This is an optimization exercise on Yosys and OpenROAD, whose aim is small area, a short achievable clock period and few clock cycles per item, not a production implementation. Function was checked by simulation only, so behaviour that the tests miss may differ from the original. Power and IR drop assume default switching activity.

== run A ==
==> flow/design.v (excerpt) <==
module rgbe2rgba (
    input  wire        clk,
    input  wire        rst,         
    input  wire        in_valid,
    output wire        in_ready,
    input  wire [31:0] in_rgbe,     
    input  wire        in_mode,     
    output wire        out_valid,
    input  wire        out_ready,
    output wire [31:0] out_r,
    output wire [31:0] out_g,
    output wire [31:0] out_b,
    output wire [31:0] out_a
);
    localparam [31:0] ONE = 32'h3F800000;
    wire [7:0] rot_r, rot_g, rot_b;
    wire       inc_r, inc_g, inc_b;
    wire [1:0] top_r, top_g, top_b;
    wire [7:0] ex_r, ex_g, ex_b;
    rgbe_channel u_r (.m(in_rgbe[7:0]),   .e(in_rgbe[31:24]), .mode(in_mode),
                      .rot(rot_r), .inc(inc_r), .top(top_r), .ex(ex_r));
    rgbe_channel u_g (.m(in_rgbe[15:8]),  .e(in_rgbe[31:24]), .mode(in_mode),
                      .rot(rot_g), .inc(inc_g), .top(top_g), .ex(ex_g));
    rgbe_channel u_b (.m(in_rgbe[23:16]), .e(in_rgbe[31:24]), .mode(in_mode),
                      .rot(rot_b), .inc(inc_b), .top(top_b), .ex(ex_b));
    reg        s1_valid;
    reg [18:0] s1_r, s1_g, s1_b;    
    wire s1_load = !s1_valid || out_ready;
    assign in_ready = s1_load;
    always @(posedge clk) begin
        if (rst) begin
            s1_valid <= 1'b0;
        end else if (s1_load) begin
            s1_valid <= in_valid;
        end
        if (s1_load) begin
            s1_r <= {ex_r, top_r, inc_r, rot_r};
            s1_g <= {ex_g, top_g, inc_g, rot_g};
            s1_b <= {ex_b, top_b, inc_b, rot_b};
        end
    end
    rgbe_round v_r (.rot(s1_r[7:0]), .inc(s1_r[8]), .top(s1_r[10:9]), .ex(s1_r[18:11]), .f(out_r));
    rgbe_round v_g (.rot(s1_g[7:0]), .inc(s1_g[8]), .top(s1_g[10:9]), .ex(s1_g[18:11]), .f(out_g));
    rgbe_round v_b (.rot(s1_b[7:0]), .inc(s1_b[8]), .top(s1_b[10:9]), .ex(s1_b[18:11]), .f(out_b));
    assign out_valid = s1_valid;
    assign out_a = ONE;
endmodule
==> flow/config.mk <==
export PLATFORM = sky130hd
export DESIGN_NAME = rgbe2rgba
export DESIGN_NICKNAME = rgbe2rgba
export VERILOG_FILES = /design/flow/design.v
export SDC_FILE = /design/flow/constraint.sdc
export NUM_CORES = 4
export LEC_CHECK = 0
export ABC_AREA = 1
export CAP_MARGIN = 20
export CORE_MARGIN = 2
export CORE_UTILIZATION = 40
export SETUP_SLACK_MARGIN = 3.9
export SLEW_MARGIN = 20
==> flow/constraint.sdc <==
create_clock -name core_clock -period 7.0 [get_ports {clk}]
set_input_delay 1.4000 -clock core_clock [delete_from_list [all_inputs] [get_ports {clk}]]
set_output_delay 1.4000 -clock core_clock [all_outputs]
set_load 0.01 [all_outputs]
standard.sh (not shown) runs the stock make flow with config.mk's settings and CLKGATE_MAP_FILE= SYNTH_SCRIPT=/design/flow/synth_recipe.tcl, a recipe that flattens the netlist after the stock synthesis.
==> flow/flow/run.sh <==
#!/bin/bash
# The standard layout with two changes:
#  1. after the standard synthesis, the combinational gates are re-mapped
#     for area by ABC's default script (flow/resynth.tcl); every register and
#     tie cell keeps its instance name and cell type;
#  2. the port buffers that global placement inserts use the small
#     sky130_fd_sc_hd__buf_1 instead of the cell the resizer picks by default.
# Timing repair, CTS, routing and the rest are ORFS's own (the standard.sh).
set -euo pipefail
here=$(pwd)
res=$here/orfs/results/$FLOW_PLATFORM/rgbe2rgba/base
bash standard.sh synth > standard_synth.log 2>&1
cp $res/1_2_yosys.v $here/std_1_2_yosys.v
RESYNTH_LIB=$FLOW_HOME/platforms/sky130hd/lib/sky130_fd_sc_hd__tt_025C_1v80.lib \
RESYNTH_IN=$here/std_1_2_yosys.v RESYNTH_OUT=$here/resynth.v \
  $FLOW_HOME/../tools/install/yosys/bin/yosys -c $here/flow/resynth.tcl > resynth.log 2>&1
if grep -E '^\s*(wire|input|output|reg)\b' resynth.v | sed 's/\[[0-9]*:[0-9]*\]//' | grep -q '[/:]'; then
  echo "resynth: bad net name" >&2; exit 1
fi
cp $here/resynth.v $res/1_2_yosys.v
rm -f $res/1_synth.odb $res/1_synth.sdc
bash standard.sh "BUFFER_PORTS_ARGS=-buffer_cell sky130_fd_sc_hd__buf_1" finish > standard.log 2>&1
==> flow/flow/resynth.tcl <==
# Re-map the combinational logic of the standard synthesis netlist for area.
# Every flip-flop and tie cell is kept as it is (same instance name and cell
# type); only the gates between them are re-mapped by ABC's default script.
yosys -import
set lib $::env(RESYNTH_LIB)
read_liberty -wb -ignore_miss_func $lib
blackbox =sky130_fd_sc_hd__edfxtp_1 =sky130_fd_sc_hd__dfxtp_1 =sky130_fd_sc_hd__conb_1
read_verilog $::env(RESYNTH_IN)
hierarchy -top $::env(FLOW_TOP)
flatten -wb
opt -purge
abc -liberty $lib -dont_use *lpflow* -dont_use *probe* -dont_use *clkdly* -dont_use *dlygate* -dont_use *dlymetal*
opt_clean -purge
setundef -zero
hilomap -singleton -hicell sky130_fd_sc_hd__conb_1 HI -locell sky130_fd_sc_hd__conb_1 LO
splitnets
opt_clean -purge
insbuf -buf sky130_fd_sc_hd__buf_4 A X
opt_clean -purge
stat -liberty $lib
write_verilog -noattr -noexpr -nohex -nodec $::env(RESYNTH_OUT)
Run A ran to completion and came out clean on the timing, DRC and antenna checks.
Testbench counts of run A, summed over its fixed seeds: cycles 32,008, items 32,000.
Relative to run A, the following input files were edited for run B:
- changing SETUP_SLACK_MARGIN from 3.9 to 3.3
### Flow results
Status: register-to-register slack parity (run A, run B)
Going from run A to run B, total number of vias shrank by more than 10%.
| combinational group share of total power | run B vs run A | 1.6 points lower |
From run A to run B the numbers moved as follows: clock-buffer cell count down 2, final critical delay including setup and external delays now larger, overall power after layout -16%, largest net degree at the start of global routing went up 30, combinational-cell power consumption went down by 22%.
Delta (run B minus run A): global-route usage shrank by 3.5 points, detailed-placement wirelength estimate shows a reduction of about 1.4%.
### run B -> run C
- setting CTS_BUF_LIST to sky130_fd_sc_hd__clkbuf_4 sky130_fd_sc_hd__clkbuf_8 for the first time
==> flow/flow/resynth.tcl <==
# Re-map the combinational logic of the standard synthesis netlist for area.
# Every flip-flop and tie cell is kept as it is (same instance name and cell
# type); only the gates between them are re-mapped for area by ABC (deepsyn, then dch and nf with area recovery).
yosys -import
set lib $::env(RESYNTH_LIB)
read_liberty -wb -ignore_miss_func $lib
blackbox =sky130_fd_sc_hd__edfxtp_1 =sky130_fd_sc_hd__dfxtp_1 =sky130_fd_sc_hd__conb_1
read_verilog $::env(RESYNTH_IN)
hierarchy -top $::env(FLOW_TOP)
flatten -wb
opt -purge
abc -script "+strash;&get,-n;&deepsyn,-T,30;&dch,-f;&nf,-R,1000;&put" -liberty $lib -dont_use *lpflow* -dont_use *probe* -dont_use *clkdly* -dont_use *dlygate* -dont_use *dlymetal*
opt_clean -purge
setundef -zero
hilomap -singleton -hicell sky130_fd_sc_hd__conb_1 HI -locell sky130_fd_sc_hd__conb_1 LO
splitnets
opt_clean -purge
insbuf -buf sky130_fd_sc_hd__buf_4 A X
opt_clean -purge
stat -liberty $lib
write_verilog -noattr -noexpr -nohex -nodec $::env(RESYNTH_OUT)
Findings:
Run C vs. run B: sequential share of layout area decreased by 0.76 points relative to the old numbers, maximum single-stage delay on the critical path decreased by 0.19 ns relative to the old numbers, share of power burned in combinational logic increased by 4.5 points relative to the old numbers, least setup slack across all paths after layout decreased by 0.14 ns relative to the old numbers, internal cell power decreased by about 5.6% relative to the old numbers. In the metrics for run C and run B, the one carrying the lower cell area after synthesis is run C.
--- input diff run C..run D ---
- CTS_BUF_LIST no longer set, was sky130_fd_sc_hd__clkbuf_4 sky130_fd_sc_hd__clkbuf_8
==> flow/flow/run.sh <==
#!/bin/bash
# The standard layout (the standard.sh: ORFS synthesis to finish), with
# one change: the port buffers that global placement inserts use the small
# sky130_fd_sc_hd__buf_1 instead of the cell the resizer picks by default.
# Timing repair still resizes any of them that a path needs.
set -euo pipefail
bash standard.sh "BUFFER_PORTS_ARGS=-buffer_cell sky130_fd_sc_hd__buf_1" finish > standard.log 2>&1
removed: flow/flow/resynth.tcl
Findings:
- On clock sink total, run D and run C are basically level.
- Delta (run D minus run C): clock skew ~0 delta, maximum vdd drop now larger, worst slack on hold paths down 0.42 ns, tapcell count up 37.
- Sort run D and run C by critical path depth asc -> top: run C

* * *

== north ==
The RTL this note starts from:
==> flow/design.v <==
module rgbe_channel (
    input  wire [7:0]  m,
    input  wire [7:0]  e,
    input  wire        mode,
    output reg  [7:0]  rot,      
    output wire        inc,      
    output wire [1:0]  top,      
    output wire [7:0]  ex        
);
    integer k, i;
    wire nz  = |m;
    wire all = &m;
    wire [7:0] z;
    assign z[0] = 1'b1;
    genvar g;
    generate
        for (g = 1; g < 8; g = g + 1) begin : g_z
            assign z[g] = (m[7:8-g] == 0);
        end
    endgenerate
    reg [2:0] lz;
    always @(*) begin
        lz = 3'd7;
        for (k = 6; k >= 0; k = k - 1)
            if (z[k] && m[7-k]) lz = k[2:0];
        lz = lz;
    end
    wire [9:0] eq;
    generate
        for (g = 0; g < 10; g = g + 1) begin : g_eq
            assign eq[g] = (e == g);
        end
    endgenerate
    wire ebig = (e[7:4] != 4'd0) | (e[3:1] == 3'b101) | (e[3:2] == 2'b11);
    wire [7:0] ge;
    assign ge[7] = ebig;
    assign ge[6] = ebig;
    assign ge[5] = ge[6] | eq[9];
    assign ge[4] = ge[5] | eq[8];
    assign ge[3] = ge[4] | eq[7];
    assign ge[2] = ge[3] | eq[6];
    assign ge[1] = ge[2] | eq[5];
    assign ge[0] = ge[1] | eq[4];
    wire [7:0] a;
    generate
        for (g = 0; g < 8; g = g + 1) begin : g_a
            wire lzk = z[g] & m[7-g];
            wire tail = (g + 3 <= 9) ? (eq[(g + 3) % 10] & z[g]) : 1'b0;
            wire low  = (g >= 5) ? eq[(g + 3) % 8] : 1'b0;
            assign a[g] = !all & ((lzk & ge[g]) | tail | low);
        end
    endgenerate
    reg normal;
    always @(*) begin
        normal = (ebig & nz) | (all & !eq[0] & !eq[1]);
        for (k = 3; k <= 9; k = k + 1)
            normal = normal | (eq[k] & !z[k - 2]);
    end
    always @(*) begin
        rot = 8'd0;
        for (k = 0; k < 8; k = k + 1)
            for (i = 0; i < 8; i = i + 1)
                rot[i] = rot[i] | (a[k] & m[(i - k + 8) % 8]);
    end
    wire fix = mode & (((m[7:6] == 2'b01) & m[0] & eq[3]) |
                       (m[7] & ((eq[2] & (m[1:0] == 2'b10)) |
                                (eq[1] & (m[2:0] == 3'b101)) |
                                (eq[0] & (m[3:0] == 4'b1011)))));
    assign inc = rot[7] | fix;
    assign top = {(rot[6] & !eq[0] & !eq[1]) | (all & eq[1]),
                  (rot[5] & !eq[0]) | (all & eq[0])};
    wire [3:0] kk = all ? 4'd1 : {1'b0, lz} + 4'd2;
    assign ex = normal ? (e - {4'd0, kk}) : 8'd0;
endmodule
module rgbe_round (
    input  wire [7:0]  rot,
    input  wire        inc,
    input  wire [1:0]  top,
    input  wire [7:0]  ex,
    output wire [31:0] f
);
    wire [7:0] lo;
    genvar g;
    generate
        for (g = 0; g < 8; g = g + 1) begin : g_lo
            if (g == 0) begin : g_b0
                assign lo[g] = rot[g] ^ inc;
            end else begin : g_bn
                assign lo[g] = rot[g] ^ (inc & (&rot[g-1:0]));
            end
        end
    endgenerate
    assign f = {1'b0, ex, top, rot[4:0], rot, lo};
endmodule
module rgbe2rgba (
    input  wire        clk,
    input  wire        rst,         
    input  wire        in_valid,
    output wire        in_ready,
    input  wire [31:0] in_rgbe,     
    input  wire        in_mode,     
    output wire        out_valid,
    input  wire        out_ready,
    output wire [31:0] out_r,
    output wire [31:0] out_g,
    output wire [31:0] out_b,
    output wire [31:0] out_a
);
    localparam [31:0] ONE = 32'h3F800000;
    wire [7:0] rot_r, rot_g, rot_b;
    wire       inc_r, inc_g, inc_b;
    wire [1:0] top_r, top_g, top_b;
    wire [7:0] ex_r, ex_g, ex_b;
    rgbe_channel u_r (.m(in_rgbe[7:0]),   .e(in_rgbe[31:24]), .mode(in_mode),
                      .rot(rot_r), .inc(inc_r), .top(top_r), .ex(ex_r));
    rgbe_channel u_g (.m(in_rgbe[15:8]),  .e(in_rgbe[31:24]), .mode(in_mode),
                      .rot(rot_g), .inc(inc_g), .top(top_g), .ex(ex_g));
    rgbe_channel u_b (.m(in_rgbe[23:16]), .e(in_rgbe[31:24]), .mode(in_mode),
                      .rot(rot_b), .inc(inc_b), .top(top_b), .ex(ex_b));
    reg        s1_valid;
    reg [18:0] s1_r, s1_g, s1_b;    
    wire s1_load = !s1_valid || out_ready;
    assign in_ready = s1_load;
    always @(posedge clk) begin
        if (rst) begin
            s1_valid <= 1'b0;
        end else if (s1_load) begin
            s1_valid <= in_valid;
        end
        if (s1_load) begin
            s1_r <= {ex_r, top_r, inc_r, rot_r};
            s1_g <= {ex_g, top_g, inc_g, rot_g};
            s1_b <= {ex_b, top_b, inc_b, rot_b};
        end
    end
    rgbe_round v_r (.rot(s1_r[7:0]), .inc(s1_r[8]), .top(s1_r[10:9]), .ex(s1_r[18:11]), .f(out_r));
    rgbe_round v_g (.rot(s1_g[7:0]), .inc(s1_g[8]), .top(s1_g[10:9]), .ex(s1_g[18:11]), .f(out_g));
    rgbe_round v_b (.rot(s1_b[7:0]), .inc(s1_b[8]), .top(s1_b[10:9]), .ex(s1_b[18:11]), .f(out_b));
    assign out_valid = s1_valid;
    assign out_a = ONE;
endmodule
export LEC_CHECK = 0
export ABC_AREA = 1
export CAP_MARGIN = 20
export CORE_MARGIN = 2
export CORE_UTILIZATION = 40
export SETUP_SLACK_MARGIN = 3.6
export SLEW_MARGIN = 20
create_clock -name core_clock -period 7.0 [get_ports {clk}]
==> flow/flow/run.sh <==
#!/bin/bash
# The standard layout (the standard.sh: ORFS synthesis to finish), with
# one change: the port buffers that global placement inserts use the small
# sky130_fd_sc_hd__buf_1 instead of the cell the resizer picks by default.
# Timing repair still resizes any of them that a path needs.
set -euo pipefail
bash standard.sh "BUFFER_PORTS_ARGS=-buffer_cell sky130_fd_sc_hd__buf_1" finish > standard.log 2>&1
north completed; timing, DRC and antenna clean
Testbench counts of north, summed over its fixed seeds: cycles 32,008, items 32,000.
diff inputs: north => south
- SETUP_SLACK_MARGIN now 3.3, was 3.6
- PLACE_DENSITY now 0.7, previously not set
- CORE_UTILIZATION now 55, was 40
==> flow/flow/run.sh <==
#!/bin/bash
# The standard layout with two changes:
#  1. after the standard synthesis, the combinational gates are re-mapped
#     for area by ABC's default script (flow/resynth.tcl); every register and
#     tie cell keeps its instance name and cell type;
#  2. the port buffers that global placement inserts use the small
#     sky130_fd_sc_hd__buf_1 instead of the cell the resizer picks by default.
# Timing repair, CTS, routing and the rest are ORFS's own (the standard.sh).
set -euo pipefail
here=$(pwd)
res=$here/orfs/results/$FLOW_PLATFORM/rgbe2rgba/base
bash standard.sh synth > standard_synth.log 2>&1
cp $res/1_2_yosys.v $here/std_1_2_yosys.v
RESYNTH_LIB=$FLOW_HOME/platforms/sky130hd/lib/sky130_fd_sc_hd__tt_025C_1v80.lib \
RESYNTH_IN=$here/std_1_2_yosys.v RESYNTH_OUT=$here/resynth.v \
  $FLOW_HOME/../tools/install/yosys/bin/yosys -c $here/flow/resynth.tcl > resynth.log 2>&1
if grep -E '^\s*(wire|input|output|reg)\b' resynth.v | sed 's/\[[0-9]*:[0-9]*\]//' | grep -q '[/:]'; then
  echo "resynth: bad net name" >&2; exit 1
fi
cp $here/resynth.v $res/1_2_yosys.v
rm -f $res/1_synth.odb $res/1_synth.sdc
bash standard.sh "BUFFER_PORTS_ARGS=-buffer_cell sky130_fd_sc_hd__buf_1" finish > standard.log 2>&1
==> flow/flow/resynth.tcl (new file) <==
# Re-map the combinational logic of the standard synthesis netlist for area.
# Every flip-flop and tie cell is kept as it is (same instance name and cell
# type); only the gates between them are re-mapped by ABC's default script.
yosys -import
set lib $::env(RESYNTH_LIB)
read_liberty -wb -ignore_miss_func $lib
blackbox =sky130_fd_sc_hd__edfxtp_1 =sky130_fd_sc_hd__dfxtp_1 =sky130_fd_sc_hd__conb_1
read_verilog $::env(RESYNTH_IN)
hierarchy -top $::env(FLOW_TOP)
flatten -wb
opt -purge
abc -liberty $lib -dont_use *lpflow* -dont_use *probe* -dont_use *clkdly* -dont_use *dlygate* -dont_use *dlymetal*
opt_clean -purge
setundef -zero
hilomap -singleton -hicell sky130_fd_sc_hd__conb_1 HI -locell sky130_fd_sc_hd__conb_1 LO
splitnets
opt_clean -purge
insbuf -buf sky130_fd_sc_hd__buf_4 A X
opt_clean -purge
stat -liberty $lib
write_verilog -noattr -noexpr -nohex -nodec $::env(RESYNTH_OUT)
--- outcome ---
Switching part of the total in south is 0.81 points above north.
north → south: fraction of cell area in non-clock buffers saw a decrease, via count of the first global-routing pass saw a decrease.
Input-level comparison between east and south:
- a change of CORE_UTILIZATION from 55 to 40
- a deleted SETUP_SLACK_MARGIN that had been 3.3
- a deleted ABC_AREA that had been 1
- a deleted PLACE_DENSITY that had been 0.7
==> flow/run.sh (new file) <==
#!/bin/bash
# synth_recipe.tcl (not shown) runs the flow's synth.tcl, then flattens the netlist and writes it again
# the make line also repeats each setting of config.mk as NAME=value (left out here)
make -C /OpenROAD-flow-scripts/flow DESIGN_CONFIG=/design/flow/config.mk WORK_HOME=/design/flow/orfs CLKGATE_MAP_FILE= SYNTH_SCRIPT=/design/flow/synth_recipe.tcl finish
removed: flow/flow/run.sh
removed: flow/flow/resynth.tcl
removed: flow/standard.sh
### Flow results
Between east and south, the maximum number of pins on one net before global-route repair is lower for east. Summary of east over south: die span in x now sits higher, fraction of power spent switching nets now sits lower, internal portion of total power now sits higher, overall via count from detail_route now sits higher. Against south as the reference, east delivers a lower register-to-register slack. Of the two values seen for largest power group, registers was produced by south and clock by east. Compare east and south | number of optimization iterations in the first detailed-route pass lower: east.
Input changes introduced in west (baseline for comparison: east):
- a change of CORE_UTILIZATION from 40 to 55
- an added PLACE_DENSITY of 0.7
- an added SETUP_SLACK_MARGIN of 3.15
- an added ABC_AREA of 1
==> flow/flow/run.sh (new file) <==
#!/bin/bash
# The standard layout with two changes:
#  1. after the standard synthesis, the combinational gates are re-mapped
#     for area by ABC's default script (flow/resynth.tcl); every register and
#     tie cell keeps its instance name and cell type;
#  2. the port buffers that global placement inserts use the small
#     sky130_fd_sc_hd__buf_1 instead of the cell the resizer picks by default.
# Timing repair, CTS, routing and the rest are ORFS's own (the standard.sh).
set -euo pipefail
here=$(pwd)
res=$here/orfs/results/$FLOW_PLATFORM/rgbe2rgba/base
bash standard.sh synth > standard_synth.log 2>&1
cp $res/1_2_yosys.v $here/std_1_2_yosys.v
RESYNTH_LIB=$FLOW_HOME/platforms/sky130hd/lib/sky130_fd_sc_hd__tt_025C_1v80.lib \
RESYNTH_IN=$here/std_1_2_yosys.v RESYNTH_OUT=$here/resynth.v \
  $FLOW_HOME/../tools/install/yosys/bin/yosys -c $here/flow/resynth.tcl > resynth.log 2>&1
if grep -E '^\s*(wire|input|output|reg)\b' resynth.v | sed 's/\[[0-9]*:[0-9]*\]//' | grep -q '[/:]'; then
  echo "resynth: bad net name" >&2; exit 1
fi
cp $here/resynth.v $res/1_2_yosys.v
rm -f $res/1_synth.odb $res/1_synth.sdc
bash standard.sh "BUFFER_PORTS_ARGS=-buffer_cell sky130_fd_sc_hd__buf_1" finish > standard.log 2>&1
==> flow/flow/resynth.tcl (new file) <==
# Re-map the combinational logic of the standard synthesis netlist for area.
# Every flip-flop and tie cell is kept as it is (same instance name and cell
# type); only the gates between them are re-mapped by ABC's default script.
yosys -import
set lib $::env(RESYNTH_LIB)
read_liberty -wb -ignore_miss_func $lib
blackbox =sky130_fd_sc_hd__edfxtp_1 =sky130_fd_sc_hd__dfxtp_1 =sky130_fd_sc_hd__conb_1
read_verilog $::env(RESYNTH_IN)
hierarchy -top $::env(FLOW_TOP)
flatten -wb
opt -purge
abc -liberty $lib -dont_use *lpflow* -dont_use *probe* -dont_use *clkdly* -dont_use *dlygate* -dont_use *dlymetal*
opt_clean -purge
setundef -zero
hilomap -singleton -hicell sky130_fd_sc_hd__conb_1 HI -locell sky130_fd_sc_hd__conb_1 LO
splitnets
opt_clean -purge
insbuf -buf sky130_fd_sc_hd__buf_4 A X
opt_clean -purge
stat -liberty $lib
write_verilog -noattr -noexpr -nohex -nodec $::env(RESYNTH_OUT)
==> flow/standard.sh (new file) <==
#!/bin/bash
# synth_recipe.tcl (not shown) runs the flow's synth.tcl, then flattens the netlist and writes it again
# the make line also repeats each setting of config.mk as NAME=value (left out here)
make -C /OpenROAD-flow-scripts/flow DESIGN_CONFIG=/design/flow/config.mk WORK_HOME=/design/flow/orfs CLKGATE_MAP_FILE= SYNTH_SCRIPT=/design/flow/synth_recipe.tcl "${@:-finish}"
removed: flow/run.sh
==> comparison <==
Sort west and east by sequential power asc -> top: west
Re reg-to-reg setup timing slack: east was lower than west.
east → west: final setup slack of the worst path shows an increase of 0.86 ns, relative slew slack now larger.
Looking at count of vias placed by the detailed router across west and east, the one that comes out higher is east.
Re total power: west is 0.27 mW down on east.
On non-clock buffer count: west sits above east.

==> what the ideal ports hide <==
How much do the figures lean on ideal ports? The routed layouts below were timed once more, with nothing changed but the port constraints.
Step 1, drivers: a clkbuf_16 drives clk and a buf_2 each remaining input, both assumed.
Step 2 also shifts input and output timing later by t, the mid clock arrival at the registers, as if the neighbouring blocks saw the same clock.
a / b / c = ideal / step 1 / step 2; a / b = the first two.
| run | shift t [ns] | setup WS [ns] | latest minus earliest clock arrival (ns) | slew at the worst register clock pin (ns) |
|---|---|---|---|---|
| run A | 0.370 | 3.427 / 3.422 / 3.051 | 0.011 / 0.011 | 0.06 / 0.06 |
| run B | 0.366 | 3.317 / 3.327 / 2.960 | 0.010 / 0.009 | 0.05 / 0.05 |
| run C | 0.372 | 3.174 / 3.159 / 2.787 | 0.007 / 0.006 | 0.07 / 0.07 |
| run D | 0.380 | 3.356 / 3.366 / 2.986 | 0.008 / 0.008 | 0.05 / 0.05 |
| north | 0.386 | 3.555 / 3.546 / 3.161 | 0.012 / 0.011 | 0.06 / 0.06 |
| south | 0.378 | 3.297 / 3.308 / 2.931 | 0.011 / 0.011 | 0.08 / 0.08 |
| east | 0.375 | 2.308 / 2.326 / 1.951 | 0.007 / 0.006 | 0.05 / 0.05 |
| west | 0.374 | 3.171 / 3.184 / 2.810 | 0.011 / 0.011 | 0.07 / 0.07 |
After both steps setup and hold are still met in every run listed. For north, which loses most, drivers alone change the setup slack by -0.009 ns; drivers and shift together by -0.394 ns.
